This design comes from an exercise in tuning for small area on the open sky130 flow, not from production work.
At most, simulation tests tie the RTL to the original design; equivalence was not proved.
Power and IR drop assume default switching activity.

==> 03-06 <==
==> flow/design.v <==
module via_block (
    input  wire        clk,
    input  wire        rst,
    input  wire        cmd_valid,
    output wire        cmd_ready,
    input  wire [2:0]  cmd_op,       
    input  wire        cmd_unit,     
    input  wire        cmd_debug,    
    input  wire [3:0]  cmd_reg,
    input  wire [31:0] cmd_data,     
    input  wire        i2c_sda_in,   
    input  wire        ser_atn,
    input  wire        ser_clk,
    input  wire        ser_data,
    input  wire [3:0]  joy_data,     
    output reg         rsp_valid,
    output reg  [7:0]  rsp_rdata,
    output reg         rsp_i2c_step,
    output wire        irq1,
    output wire        irq2,
    output wire        pb7_1,
    output wire        pb7_2,
    output reg         i2c_sda_out,
    output reg         i2c_scl_out,
    output reg         joy_latch,
    output reg         joy_clk
);
    reg  [4:0] ph;
    reg        clr;           
    reg        run;
    reg  [5:0] pc;            
    wire       u    = cmd_unit;
    wire [3:0] r    = cmd_reg;
    wire [4:0] rel  = {ph[4] ^ u, ph[3:0]};
    wire       lo   = ~rel[4];
    wire       rend = &rel;
    wire op_rd = ~cmd_op[2] & ~cmd_op[1] & ~cmd_op[0];
    wire op_wr = ~cmd_op[1] & cmd_op[0];
    wire op_st = cmd_op[1] & ~cmd_op[0];
    wire op_pu = cmd_op[1] & cmd_op[0];
    wire op_rs = cmd_op[2];
    wire st      = run & op_st;
    wire p_cap   = st & (pc == 6'd25);
    wire p_arith = st & (pc[5:3] == 3'b011) & pc[1];
    wire p_t2y   = st & (pc == 6'd28);
    wire p_t2fin = st & (pc == 6'd29);
    wire p_t1fin = st & (pc == 6'd0);
    wire p_div   = st & pc[5];
    wire p_fin   = p_t2y | p_t2fin | p_t1fin;
    wire p_pulse = run & op_pu;
    wire p_wr    = run & op_wr;
    wire p_rs    = run & op_rs;
    wire p_rd    = run & op_rd;
    wire a_hi    = pc[0];       
    wire a_t1    = pc[2];       
    wire first   = (pc[4:0] == 5'd0);
    wire hw = r[0] | (r[3] & r[2] & r[1]);
    wire rd_done = p_rd & pc[0] & (rel == {1'b0, hw, 3'b111});
    wire nr_done = run & ~op_rd & rend & (pc == {5'd0, op_pu});
    assign cmd_ready = rd_done | nr_done;
    wire accept = cmd_valid & cmd_ready;
    reg [31:0] rA, rB, rC, rD, rT1, rT1L, rT2, rT2L, rPL, rPH;
    wire oA = rA[0], oB = rB[0], oC = rC[0], oD = rD[0];
    wire oT1 = rT1[0], oT1L = rT1L[0], oT2 = rT2[0], oT2L = rT2L[0];
    wire oPL = rPL[0], oPH = rPH[0];
    reg  iA, iB, iC, iD, iT1, iT1L, iT2, iT2L, iPL, iPH;
    reg [1:0] ifr6, ifr5, ier6, ier5, pb7r, t1neg, t2neg;
    wire [1:0] irq = (ifr6 & ier6) | (ifr5 & ier5);
    assign irq1  = irq[0];
    assign irq2  = irq[1];
    assign pb7_1 = pb7r[0];
    assign pb7_2 = pb7r[1];
    reg c1, c2, dly, b, fb, x16, und, acrbit;
    wire kbit = cmd_data[{a_hi, rel[3:0]}];
    wire vbit = cmd_data[rel[2:0]];
    wire inc_t  = p_pulse ? (a_hi ? oPH : oPL)
                : a_hi ? (a_t1 ? t1neg[u] : t2neg[u])
                       : (a_t1 ? oT1 : oT2);
    wire inc_ci = (rel == 5'd0 && !a_hi) ? 1'b1 : c1;
    wire inc_s  = inc_t ^ inc_ci;
    wire inc_co = inc_t & inc_ci;
    wire sub_e  = (~a_t1 & acrbit) ? (a_hi ? oPH : oPL) : kbit;
    wire sub_ci = (rel == 5'd0 && !a_hi) ? 1'b0 : c2;
    wire sub_d  = sub_e ^ ~inc_s ^ sub_ci;
    wire sub_co = (sub_e & ~inc_s) | (sub_e & sub_ci) | (~inc_s & sub_ci);
    wire tl     = lo & oT1L;
    wire p_ci   = (rel == 5'd1) | (c1 & (rel != 5'd0));
    wire p_bit  = tl ^ p_ci;
    wire p_co   = tl & p_ci;
    wire sg     = ~first & fb;
    wire dv_a   = (rel == 5'd0) ? b : (~first & dly);
    wire dv_b   = sg ? p_bit : ~p_bit;
    wire dv_ci  = (rel == 5'd0) ? ~sg : c2;
    wire dv_s   = dv_a ^ dv_b ^ dv_ci;
    wire dv_co  = (dv_a & dv_b) | (dv_a & dv_ci) | (dv_b & dv_ci);
    wire f_src_t2 = p_t2fin & und;
    wire f_src_t1 = p_t1fin & und;
    wire f_inv    = ~f_src_t2;
    wire f_src    = f_src_t2 ? oT2 : f_src_t1 ? oT1 : oPL;
    wire f_a      = lo ? (f_src ^ f_inv) : (f_inv & ~x16);
    wire f_x      = p_t2y   ? oPH
                  : p_t2fin ? (~und | fb)
                  : ((und & ~fb) ? tl : 1'b1);
    wire f_cin    = p_t1fin & und & ~fb;
    wire f_ci     = (rel == 5'd0) ? f_cin : c2;
    wire f_s      = f_a ^ f_x ^ f_ci;
    wire f_co     = (f_a & f_x) | (f_a & f_ci) | (f_x & f_ci);
    wire wm    = p_wr & lo & (rel[3] == hw);
    wire w_A   = wm & ((r[3:1] == 3'd0) | (r == 4'd15));
    wire w_B   = wm & (r[3:1] == 3'd1);
    wire w_T1L = wm & (r[3:2] == 2'd1);
    wire w_T2L = wm & (r[3:1] == 3'd4);
    wire w_C   = wm & (r[3:1] == 3'd5);
    wire w_D   = wm & (r == 4'd12);
    wire w_ier = wm & (r == 4'd14) & (rel[2:0] < 3'd5);
    wire ld_T1 = p_wr & lo & (r == 4'd5);
    wire ld_T2 = p_wr & lo & (r == 4'd9);
    wire push  = p_wr & ~u & ((r[3:2] == 2'd0) | (r == 4'd15)) & (rel[4:2] == 3'b010);
    wire ora_n  = ((r == 4'd1) | (r == 4'd15)) ? vbit : oA;
    wire ddra_n = (r == 4'd3) ? vbit : oB;
    always @(*) begin
        iA = oA; iB = oB; iC = oC; iD = oD;
        iT1 = oT1; iT1L = oT1L; iT2 = oT2; iT2L = oT2L; iPL = oPL; iPH = oPH;
        if (w_A)   iA   = vbit;
        if (w_B)   iB   = vbit;
        if (w_T1L) iT1L = vbit;
        if (w_T2L) iT2L = vbit;
        if (w_C)   iC   = vbit;
        if (w_D)   iD   = vbit;
        if (w_ier) iD   = cmd_data[7] ? (oD | vbit) : (oD & ~vbit);
        if (ld_T1) begin
            iT1 = rel[3] ? vbit : oT1L;
            if (rel == 5'd14) iD = 1'b1;
        end
        if (ld_T2) begin
            iT2 = rel[3] ? vbit : oT2L;
            if (rel == 5'd13) iD = 1'b1;
        end
        if (p_pulse & lo) begin
            if (a_hi) iPH = inc_s; else iPL = inc_s;
        end
        if (p_arith & lo) begin
            if (a_hi) iPH = sub_d; else iPL = sub_d;
        end
        if (p_div & lo) iT1 = dv_s;
        if ((p_t2y | p_t2fin) & lo) iT2 = f_s;
        if (p_t2fin & (rel == 5'd13)) iD = oD & ~und;
        if (p_t1fin & lo) begin
            iT1 = f_s;
            iPL = 1'b0;
            iPH = 1'b0;
            if (rel == 5'd14) iD = oD & ~(und & ~oC);
        end
        if (p_rs) begin
            iA = 1'b0; iB = 1'b0; iD = 1'b0; iPL = 1'b0; iPH = 1'b0;
            if (rel[3]) iC = 1'b0;
        end
        if (clr) begin
            iA = 1'b0; iB = 1'b0; iC = 1'b0; iD = 1'b0;
            iT1 = 1'b0; iT1L = 1'b0; iT2 = 1'b0; iT2L = 1'b0; iPL = 1'b0; iPH = 1'b0;
        end
    end
    always @(posedge clk) begin
        rA   <= {iA,   rA[31:1]};
        rB   <= {iB,   rB[31:1]};
        rC   <= {iC,   rC[31:1]};
        rD   <= {iD,   rD[31:1]};
        rT1  <= {iT1,  rT1[31:1]};
        rT1L <= {iT1L, rT1L[31:1]};
        rT2  <= {iT2,  rT2[31:1]};
        rT2L <= {iT2L, rT2L[31:1]};
        rPL  <= {iPL,  rPL[31:1]};
        rPH  <= {iPH,  rPH[31:1]};
    end
    wire [4:0] bm = 5'd30 - pc[4:0];      
    always @(posedge clk) begin
        dly <= rel[4] ? x16 : oT1;
        if (lo && rel[3:0] == bm[3:0])
            b <= bm[4] ? iPH : iPL;
        if (lo | (p_div & (rel == 5'd16))) begin
            c1 <= p_div ? p_co : inc_co;
            c2 <= p_div ? dv_co : p_fin ? f_co : sub_co;
        end
        if (p_arith & a_hi & (rel == 5'd0))  x16 <= sub_d;
        if (p_div & (rel == 5'd16))          x16 <= dv_s;
        if (p_arith & a_hi & (rel == 5'd15)) und <= sub_co;
        if (p_t2y & (rel == 5'd15))          fb  <= f_co;
        if (p_div & (rel == 5'd17))          fb  <= dv_s;
        if ((p_cap & (rel == 5'd13)) | (p_rd & ~pc[0] & (rel == 5'd9)))
            acrbit <= oC;
    end
    wire [2:0] jb = rel[2:0];
    reg  pa_ext, pb_ext, sb;
    always @(*) begin
        case (jb)
            3'd0: pa_ext = i2c_sda_in;
            3'd1: pa_ext = i2c_scl_out;
            3'd4: pa_ext = joy_data[0];
            3'd5: pa_ext = joy_data[1];
            3'd6: pa_ext = joy_data[2];
            3'd7: pa_ext = joy_data[3];
            default: pa_ext = 1'b0;
        endcase
        case (jb)
            3'd5: pb_ext = ser_atn;
            3'd6: pb_ext = ser_clk;
            3'd7: pb_ext = ser_data;
            default: pb_ext = 1'b0;
        endcase
        case (r[3:1])
            3'd0: sb = oA;
            3'd1: sb = oB;
            3'd2: sb = oT1;
            3'd3: sb = oT1L;
            3'd4: sb = oT2;
            3'd5: sb = oC;
            3'd6: sb = r[0] ? ((jb == 3'd5) & ifr5[u] | (jb == 3'd6) & ifr6[u] | (jb == 3'd7) & irq[u])
                            : oD;
            default: sb = r[0] ? oA
                            : (jb == 3'd5) ? ier5[u] : (jb == 3'd6) ? ier6[u] : (jb == 3'd7) | oD;
        endcase
        if (!u && r == 4'd0)
            sb = ~acrbit & ((oA & oB) | (pb_ext & ~oB));
        if (!u && (r == 4'd1 || r == 4'd15))
            sb = (oA & oB) | (pa_ext & ~oB);
    end
    always @(posedge clk)
        rsp_rdata <= {sb, rsp_rdata[7:1]};
    wire acc_wr = accept & op_wr;
    wire acc_rd = accept & op_rd & ~cmd_debug;
    wire acc_rs = accept & op_rs;
    wire t2_und = p_t2fin & (rel == 5'd13) & und & oD;
    wire t1_und = p_t1fin & (rel == 5'd14) & und & oD;
    integer n;
    always @(posedge clk) begin
        ph  <= rst ? 5'd0 : ph + 5'd1;
        clr <= rst | (clr & ~&ph);
        if (rst) begin
            run <= 1'b0;
        end else if (!run) begin
            if (cmd_valid & ~clr & rend) begin
                run <= 1'b1;
                pc  <= op_st ? 6'd25 : 6'd0;
            end
        end else if (cmd_ready) begin
            run <= 1'b0;
        end else if (rend) begin
            pc <= (p_arith & (pc[4:0] == 5'd31) & ~und) ? 6'd0 : pc + 6'd1;
        end
        rsp_valid    <= ~rst & accept;
        rsp_i2c_step <= accept & ~u & ((r == 4'd1) | (r == 4'd15)) &
                        ((op_rd & ~cmd_debug) | op_wr);
        for (n = 0; n < 2; n = n + 1) begin
            if (rst) begin
                ifr6[n] <= 1'b0; ifr5[n] <= 1'b0; ier6[n] <= 1'b0; ier5[n] <= 1'b0;
                pb7r[n] <= 1'b0; t1neg[n] <= 1'b0; t2neg[n] <= 1'b0;
            end else if (acc_rs) begin
                ifr6[n] <= 1'b0; ifr5[n] <= 1'b0; ier6[n] <= 1'b0; ier5[n] <= 1'b0;
                pb7r[n] <= 1'b0;
            end else if (u == n) begin
                if (t2_und) ifr5[n] <= 1'b1;
                if (t1_und) begin
                    ifr6[n] <= 1'b1;
                    pb7r[n] <= oC ? (pb7r[n] ^ fb) : ~pb7r[n];
                end
                if (p_t2fin & (rel == 5'd16)) t2neg[n] <= f_s;
                if (p_t1fin & (rel == 5'd16)) t1neg[n] <= f_s;
                if (acc_rd & (r == 4'd4)) ifr6[n] <= 1'b0;
                if (acc_rd & (r == 4'd8)) ifr5[n] <= 1'b0;
                if (acc_wr) begin
                    case (r)
                        4'd5: begin ifr6[n] <= 1'b0; pb7r[n] <= 1'b0; t1neg[n] <= 1'b0; end
                        4'd7: ifr6[n] <= 1'b0;
                        4'd9: begin ifr5[n] <= 1'b0; t2neg[n] <= 1'b0; end
                        4'd13: begin
                            if (cmd_data[6]) ifr6[n] <= 1'b0;
                            if (cmd_data[5]) ifr5[n] <= 1'b0;
                        end
                        4'd14: begin
                            if (cmd_data[6]) ier6[n] <= cmd_data[7];
                            if (cmd_data[5]) ier5[n] <= cmd_data[7];
                        end
                        default: ;
                    endcase
                end
            end
        end
        if (rst) begin
            i2c_sda_out <= 1'b1;
            i2c_scl_out <= 1'b1;
            joy_latch   <= 1'b0;
            joy_clk     <= 1'b0;
        end else begin
            if (push & (rel[1:0] == 2'd0)) i2c_sda_out <= ~ddra_n | ora_n;
            if (push & (rel[1:0] == 2'd1)) i2c_scl_out <= ~ddra_n | ora_n;
            if (push & (rel[1:0] == 2'd2)) joy_latch   <= ora_n;
            if (push & (rel[1:0] == 2'd3)) joy_clk     <= ora_n;
            if (acc_wr & ~u & (r == 4'd12) & (cmd_data[7:6] == 2'b11))
                i2c_scl_out <= cmd_data[5];
        end
    end
endmodule
==> flow/run.sh <==
#!/bin/bash
# synth_recipe.tcl (not shown) runs the flow's synth.tcl, then flattens the netlist and writes it again
# the make line also repeats each setting of config.mk as NAME=value (left out here)
make -C /OpenROAD-flow-scripts/flow DESIGN_CONFIG=/design/flow/config.mk WORK_HOME=/design/flow/orfs CLKGATE_MAP_FILE= SYNTH_SCRIPT=/design/flow/synth_recipe.tcl finish
==> flow/config.mk <==
export PLATFORM = sky130hd
export DESIGN_NAME = via_block
export DESIGN_NICKNAME = via_block
export VERILOG_FILES = /design/flow/design.v
export SDC_FILE = /design/flow/constraint.sdc
export NUM_CORES = 4
export LEC_CHECK = 0
export CAP_MARGIN = 20
export CORE_MARGIN = 2
export CORE_UTILIZATION = 40
export CTS_BUF_LIST = sky130_fd_sc_hd__clkbuf_2
export PLACE_DENSITY = 0.6
export SLEW_MARGIN = 20
==> flow/constraint.sdc <==
create_clock -name core_clock -period 10.0 [get_ports {clk}]
set_input_delay 2.0000 -clock core_clock [delete_from_list [all_inputs] [get_ports {clk}]]
set_output_delay 2.0000 -clock core_clock [all_outputs]
set_load 0.01 [all_outputs]
==> 10-13: changes against 03-06 <==
--- a/flow/design.v
+++ b/flow/design.v
@@ -72,5 +72,5 @@
     assign pb7_2 = pb7r[1];
-    reg c1, c2, dly, b, fb, x16, und, acrbit;
-    wire kbit = cmd_data[{a_hi, rel[3:0]}];
-    wire vbit = cmd_data[rel[2:0]];
+    reg c1, c2, dly, b, fb, x16, und;    
+    wire kbit = cmd_data[{a_hi, rel[3] & ~op_wr, rel[2:0]}];
+    wire vbit = kbit;
     wire inc_t  = p_pulse ? (a_hi ? oPH : oPL)
@@ -81,3 +81,3 @@
     wire inc_co = inc_t & inc_ci;
-    wire sub_e  = (~a_t1 & acrbit) ? (a_hi ? oPH : oPL) : kbit;
+    wire sub_e  = (~a_t1 & und) ? (a_hi ? oPH : oPL) : kbit;
     wire sub_ci = (rel == 5'd0 && !a_hi) ? 1'b0 : c2;
@@ -118,4 +118,4 @@
     wire push  = p_wr & ~u & ((r[3:2] == 2'd0) | (r == 4'd15)) & (rel[4:2] == 3'b010);
-    wire ora_n  = ((r == 4'd1) | (r == 4'd15)) ? vbit : oA;
-    wire ddra_n = (r == 4'd3) ? vbit : oB;
+    wire ora_n  = iA;
+    wire ddra_n = iB;
     always @(*) begin
@@ -186,24 +186,18 @@
         if (p_arith & a_hi & (rel == 5'd15)) und <= sub_co;
+        if ((p_cap & (rel == 5'd13)) | (p_rd & ~pc[0] & (rel == 5'd9)))
+            und <= oC;
         if (p_t2y & (rel == 5'd15))          fb  <= f_co;
         if (p_div & (rel == 5'd17))          fb  <= dv_s;
-        if ((p_cap & (rel == 5'd13)) | (p_rd & ~pc[0] & (rel == 5'd9)))
-            acrbit <= oC;
     end
     wire [2:0] jb = rel[2:0];
-    reg  pa_ext, pb_ext, sb;
+    reg  ext, sb;
     always @(*) begin
         case (jb)
-            3'd0: pa_ext = i2c_sda_in;
-            3'd1: pa_ext = i2c_scl_out;
-            3'd4: pa_ext = joy_data[0];
-            3'd5: pa_ext = joy_data[1];
-            3'd6: pa_ext = joy_data[2];
-            3'd7: pa_ext = joy_data[3];
-            default: pa_ext = 1'b0;
-        endcase
-        case (jb)
-            3'd5: pb_ext = ser_atn;
-            3'd6: pb_ext = ser_clk;
-            3'd7: pb_ext = ser_data;
-            default: pb_ext = 1'b0;
+            3'd0: ext = r[0] & i2c_sda_in;
+            3'd1: ext = r[0] & i2c_scl_out;
+            3'd4: ext = r[0] & joy_data[0];
+            3'd5: ext = r[0] ? joy_data[1] : ser_atn;
+            3'd6: ext = r[0] ? joy_data[2] : ser_clk;
+            3'd7: ext = r[0] ? joy_data[3] : ser_data;
+            default: ext = 1'b0;
         endcase
@@ -221,6 +215,4 @@
         endcase
-        if (!u && r == 4'd0)
-            sb = ~acrbit & ((oA & oB) | (pb_ext & ~oB));
-        if (!u && (r == 4'd1 || r == 4'd15))
-            sb = (oA & oB) | (pa_ext & ~oB);
+        if (!u && (r[3:1] == 3'd0 || r == 4'd15))
+            sb = (oB ? oA : ext) & ~(~r[0] & und);
     end
==> flow/flow/run.sh (new file) <==
#!/bin/bash
set -euo pipefail
export FLOW_WORK="$PWD"
export FLOW_ABC_SCRIPT="$PWD/flow/abc_area_deep.script"
bash standard.sh \
  "SYNTH_SCRIPT=$PWD/flow/synth_deep.tcl" \
  "BUFFER_PORTS_ARGS=-buffer_cell sky130_fd_sc_hd__buf_1" \
  "CTS_ARGS=-sink_clustering_enable -repair_clock_nets -dont_use_dummy_load -buf_list sky130_fd_sc_hd__clkbuf_8 -sink_clustering_size 24 -sink_clustering_max_diameter 45" \
  finish > flow_make.log 2>&1
==> flow/flow/abc_area_deep.script (new file) <==
strash
&get -n
&deepsyn -J 200 -T 0
&put
dch -f
&get -n
&nf -R 1000
&put
topo
dnsize -c
==> flow/flow/synth_deep.tcl (new file) <==
# The standard synthesis script (synth_recipe.tcl, sourced unchanged), with only the ABC
# script of its technology-mapping call replaced by an area-oriented one (abc_area_deep.script).
# The flip-flops are mapped by dfflibmap before ABC runs, so the registers, their names and
# their cells are those of the standard synthesis.
proc abc {args} {
  set i [lsearch -exact $args -script]
  if {$i >= 0} { lset args [expr {$i + 1}] $::env(FLOW_ABC_SCRIPT) }
  yosys abc {*}$args
}
source $::env(FLOW_WORK)/synth_recipe.tcl
==> flow/standard.sh (new file) <==
#!/bin/bash
# synth_recipe.tcl (not shown) runs the flow's synth.tcl, then flattens the netlist and writes it again
# the make line also repeats each setting of config.mk as NAME=value (left out here)
make -C /OpenROAD-flow-scripts/flow DESIGN_CONFIG=/design/flow/config.mk WORK_HOME=/design/flow/orfs CLKGATE_MAP_FILE= SYNTH_SCRIPT=/design/flow/synth_recipe.tcl "${@:-finish}"
- CTS_BUF_LIST: sky130_fd_sc_hd__clkbuf_2 -> not set
removed: flow/run.sh
==> 01-09: changes against 03-06 <==
--- a/flow/design.v
+++ b/flow/design.v
@@ -31,7 +31,2 @@
     reg  [5:0] pc;            
-    wire       u    = cmd_unit;
-    wire [3:0] r    = cmd_reg;
-    wire [4:0] rel  = {ph[4] ^ u, ph[3:0]};
-    wire       lo   = ~rel[4];
-    wire       rend = &rel;
     wire op_rd = ~cmd_op[2] & ~cmd_op[1] & ~cmd_op[0];
@@ -41,4 +36,8 @@
     wire op_rs = cmd_op[2];
+    wire       u    = cmd_unit & ~op_rs;    
+    wire [3:0] r    = cmd_reg;
+    wire [4:0] rel  = {ph[4] ^ u, ph[3:0]};
+    wire       lo   = ~rel[4];
+    wire       rend = &rel;
     wire st      = run & op_st;
-    wire p_cap   = st & (pc == 6'd25);
     wire p_arith = st & (pc[5:3] == 3'b011) & pc[1];
@@ -57,3 +56,3 @@
     wire hw = r[0] | (r[3] & r[2] & r[1]);
-    wire rd_done = p_rd & pc[0] & (rel == {1'b0, hw, 3'b111});
+    wire rd_done = p_rd & (rel == {1'b0, hw, 3'b111});
     wire nr_done = run & ~op_rd & rend & (pc == {5'd0, op_pu});
@@ -72,5 +71,5 @@
     assign pb7_2 = pb7r[1];
-    reg c1, c2, dly, b, fb, x16, und, acrbit;
-    wire kbit = cmd_data[{a_hi, rel[3:0]}];
-    wire vbit = cmd_data[rel[2:0]];
+    reg c1, c2, dly, dPL, dPH, fb, x16, und;    
+    wire kbit = cmd_data[{a_hi, rel[3] & ~op_wr, rel[2:0]}];
+    wire vbit = kbit;
     wire inc_t  = p_pulse ? (a_hi ? oPH : oPL)
@@ -81,3 +80,3 @@
     wire inc_co = inc_t & inc_ci;
-    wire sub_e  = (~a_t1 & acrbit) ? (a_hi ? oPH : oPL) : kbit;
+    wire sub_e  = (~a_t1 & und) ? (a_hi ? oPH : oPL) : kbit;
     wire sub_ci = (rel == 5'd0 && !a_hi) ? 1'b0 : c2;
@@ -90,3 +89,3 @@
     wire sg     = ~first & fb;
-    wire dv_a   = (rel == 5'd0) ? b : (~first & dly);
+    wire dv_a   = (rel == 5'd0) ? rPH[15] : (~first & dly);
     wire dv_b   = sg ? p_bit : ~p_bit;
@@ -118,4 +117,4 @@
     wire push  = p_wr & ~u & ((r[3:2] == 2'd0) | (r == 4'd15)) & (rel[4:2] == 3'b010);
-    wire ora_n  = ((r == 4'd1) | (r == 4'd15)) ? vbit : oA;
-    wire ddra_n = (r == 4'd3) ? vbit : oB;
+    wire ora_n  = iA;
+    wire ddra_n = iB;
     always @(*) begin
@@ -144,3 +143,7 @@
         end
-        if (p_div & lo) iT1 = dv_s;
+        if (p_div & lo) begin
+            iT1 = dv_s;
+            iPL = (rel == 5'd0) ? 1'b0 : dPL;
+            iPH = (rel == 5'd0) ? rPL[15] : dPH;
+        end
         if ((p_t2y | p_t2fin) & lo) iT2 = f_s;
@@ -174,7 +177,6 @@
     end
-    wire [4:0] bm = 5'd30 - pc[4:0];      
     always @(posedge clk) begin
         dly <= rel[4] ? x16 : oT1;
-        if (lo && rel[3:0] == bm[3:0])
-            b <= bm[4] ? iPH : iPL;
+        dPL <= oPL;
+        dPH <= oPH;
         if (lo | (p_div & (rel == 5'd16))) begin
@@ -186,24 +188,17 @@
         if (p_arith & a_hi & (rel == 5'd15)) und <= sub_co;
+        if (~run & rend) und <= op_st ? rC[14] : rC[10];
         if (p_t2y & (rel == 5'd15))          fb  <= f_co;
         if (p_div & (rel == 5'd17))          fb  <= dv_s;
-        if ((p_cap & (rel == 5'd13)) | (p_rd & ~pc[0] & (rel == 5'd9)))
-            acrbit <= oC;
     end
     wire [2:0] jb = rel[2:0];
-    reg  pa_ext, pb_ext, sb;
+    reg  ext, sb;
     always @(*) begin
         case (jb)
-            3'd0: pa_ext = i2c_sda_in;
-            3'd1: pa_ext = i2c_scl_out;
-            3'd4: pa_ext = joy_data[0];
-            3'd5: pa_ext = joy_data[1];
-            3'd6: pa_ext = joy_data[2];
-            3'd7: pa_ext = joy_data[3];
-            default: pa_ext = 1'b0;
-        endcase
-        case (jb)
-            3'd5: pb_ext = ser_atn;
-            3'd6: pb_ext = ser_clk;
-            3'd7: pb_ext = ser_data;
-            default: pb_ext = 1'b0;
+            3'd0: ext = r[0] & i2c_sda_in;
+            3'd1: ext = r[0] & i2c_scl_out;
+            3'd4: ext = r[0] & joy_data[0];
+            3'd5: ext = r[0] ? joy_data[1] : ser_atn;
+            3'd6: ext = r[0] ? joy_data[2] : ser_clk;
+            3'd7: ext = r[0] ? joy_data[3] : ser_data;
+            default: ext = 1'b0;
         endcase
@@ -221,6 +216,4 @@
         endcase
-        if (!u && r == 4'd0)
-            sb = ~acrbit & ((oA & oB) | (pb_ext & ~oB));
-        if (!u && (r == 4'd1 || r == 4'd15))
-            sb = (oA & oB) | (pa_ext & ~oB);
+        if (!u && (r[3:1] == 3'd0 || r == 4'd15))
+            sb = (oB ? oA : ext) & ~(~r[0] & und);
     end
@@ -242,3 +235,3 @@
                 run <= 1'b1;
-                pc  <= op_st ? 6'd25 : 6'd0;
+                pc  <= op_st ? 6'd26 : 6'd0;
             end
==> flow/flow/run.sh (new file) <==
#!/bin/bash
set -euo pipefail
export FLOW_WORK="$PWD"
export FLOW_ABC_SCRIPT="$PWD/flow/abc_area_deep.script"
bash standard.sh \
  "SYNTH_SCRIPT=$PWD/flow/synth_deep.tcl" \
  "BUFFER_PORTS_ARGS=-buffer_cell sky130_fd_sc_hd__buf_1" \
  "CTS_ARGS=-sink_clustering_enable -repair_clock_nets -dont_use_dummy_load -buf_list sky130_fd_sc_hd__clkbuf_8 -sink_clustering_size 20 -sink_clustering_max_diameter 50" \
  finish > flow_make.log 2>&1
==> flow/flow/abc_area_deep.script (new file) <==
strash
&get -n
&deepsyn -J 200 -T 0
&put
dch -f
&get -n
&nf -R 1000
&put
topo
dnsize -c
==> flow/flow/synth_deep.tcl (new file) <==
# The standard synthesis script (synth_recipe.tcl, sourced unchanged), with only the ABC
# script of its technology-mapping call replaced by an area-oriented one (abc_area_deep.script).
# The flip-flops are mapped by dfflibmap before ABC runs, so the registers, their names and
# their cells are those of the standard synthesis.
proc abc {args} {
  set i [lsearch -exact $args -script]
  if {$i >= 0} { lset args [expr {$i + 1}] $::env(FLOW_ABC_SCRIPT) }
  yosys abc {*}$args
}
source $::env(FLOW_WORK)/synth_recipe.tcl
==> flow/standard.sh (new file) <==
#!/bin/bash
# synth_recipe.tcl (not shown) runs the flow's synth.tcl, then flattens the netlist and writes it again
# the make line also repeats each setting of config.mk as NAME=value (left out here)
make -C /OpenROAD-flow-scripts/flow DESIGN_CONFIG=/design/flow/config.mk WORK_HOME=/design/flow/orfs CLKGATE_MAP_FILE= SYNTH_SCRIPT=/design/flow/synth_recipe.tcl "${@:-finish}"
- CORE_UTILIZATION: 40 -> 50
- CTS_BUF_LIST: sky130_fd_sc_hd__clkbuf_2 -> not set
- GPL_ROUTABILITY_DRIVEN: not set -> 0
- GPL_TIMING_DRIVEN: not set -> 0
- PLACE_DENSITY: 0.6 -> 0.7
removed: flow/run.sh
==> 05-02: changes against 03-06 <==
--- a/flow/design.v
+++ b/flow/design.v
@@ -73,4 +73,4 @@
     reg c1, c2, dly, b, fb, x16, und, acrbit;
-    wire kbit = cmd_data[{a_hi, rel[3:0]}];
-    wire vbit = cmd_data[rel[2:0]];
+    wire kbit = cmd_data[{a_hi, rel[3] & ~op_wr, rel[2:0]}];
+    wire vbit = kbit;
     wire inc_t  = p_pulse ? (a_hi ? oPH : oPL)
==> flow/flow/run.sh (new file) <==
#!/bin/bash
# The standard layout (the standard.sh, unchanged synthesis, floorplan, power grid and
# routing) with two placement/CTS settings changed:
#  - the port buffers that global placement inserts are the smallest buffer, buf_1
#    (repair_design still resizes any of them that needs more drive);
#  - CTS without dummy loads, with larger sink clusters.
# Each tool's full output is in ORFS's own logs under orfs/logs; make's output is in
# flow_make.log.
set -euo pipefail
bash standard.sh \
  "BUFFER_PORTS_ARGS=-buffer_cell sky130_fd_sc_hd__buf_1" \
  "CTS_ARGS=-sink_clustering_enable -repair_clock_nets -dont_use_dummy_load -buf_list sky130_fd_sc_hd__clkbuf_8 -sink_clustering_size 20 -sink_clustering_max_diameter 50" \
  finish > flow_make.log 2>&1
==> flow/standard.sh (new file) <==
#!/bin/bash
# synth_recipe.tcl (not shown) runs the flow's synth.tcl, then flattens the netlist and writes it again
# the make line also repeats each setting of config.mk as NAME=value (left out here)
make -C /OpenROAD-flow-scripts/flow DESIGN_CONFIG=/design/flow/config.mk WORK_HOME=/design/flow/orfs CLKGATE_MAP_FILE= SYNTH_SCRIPT=/design/flow/synth_recipe.tcl "${@:-finish}"
- CTS_BUF_LIST: sky130_fd_sc_hd__clkbuf_2 -> not set
removed: flow/run.sh
==> comparison <==
In 10-13 the critical path depth is lower than in 05-02, by 1.
The highest clock skew belongs to 03-06, the lowest to 05-02.
Against 01-09, the combinational power of 05-02 is larger by about 2%.
Of 05-02 and 10-13, 10-13 has the higher first-iteration DRC count (gap 15%, measured against 10-13).
Function not checked in 10-13 and 01-09: the RTL went through the layout flow alone.

-- separate check: timing with driven ports --
No port has a modelled driver above. Below, the same layouts with a new extraction and two added sets of constraints.
Step 1, drivers: a clkbuf_16 drives clk and a buf_2 each remaining input, both assumed.
Step 2 moves the port delays by t, midway between the first and last clock arrival at a register: inputs arrive t later, outputs are due t later. That takes back most of the time a late clock gives input paths.
Three values: ideal ports, drivers, drivers and shift; two values: the first two.
run	shift t [ns]	setup WS [ns]	slew at the worst register clock pin (ns)	worst slew at a driven data input, ns	cell pins on the clock port's net
03-06	0.848	2.935 / 2.903 / 2.903	0.12 / 0.12	0.06	1
10-13	0.601	4.449 / 4.418 / 4.418	0.13 / 0.13	0.04	1
01-09	0.576	3.279 / 3.221 / 3.221	0.11 / 0.11	0.07	1
05-02	0.583	4.288 / 4.265 / 4.265	0.11 / 0.11	0.05	1
After both steps setup and hold are still met in every run listed. The setup slack of 01-09, which loses most, moves by -0.058 ns with the drivers and by -0.058 ns with both steps.
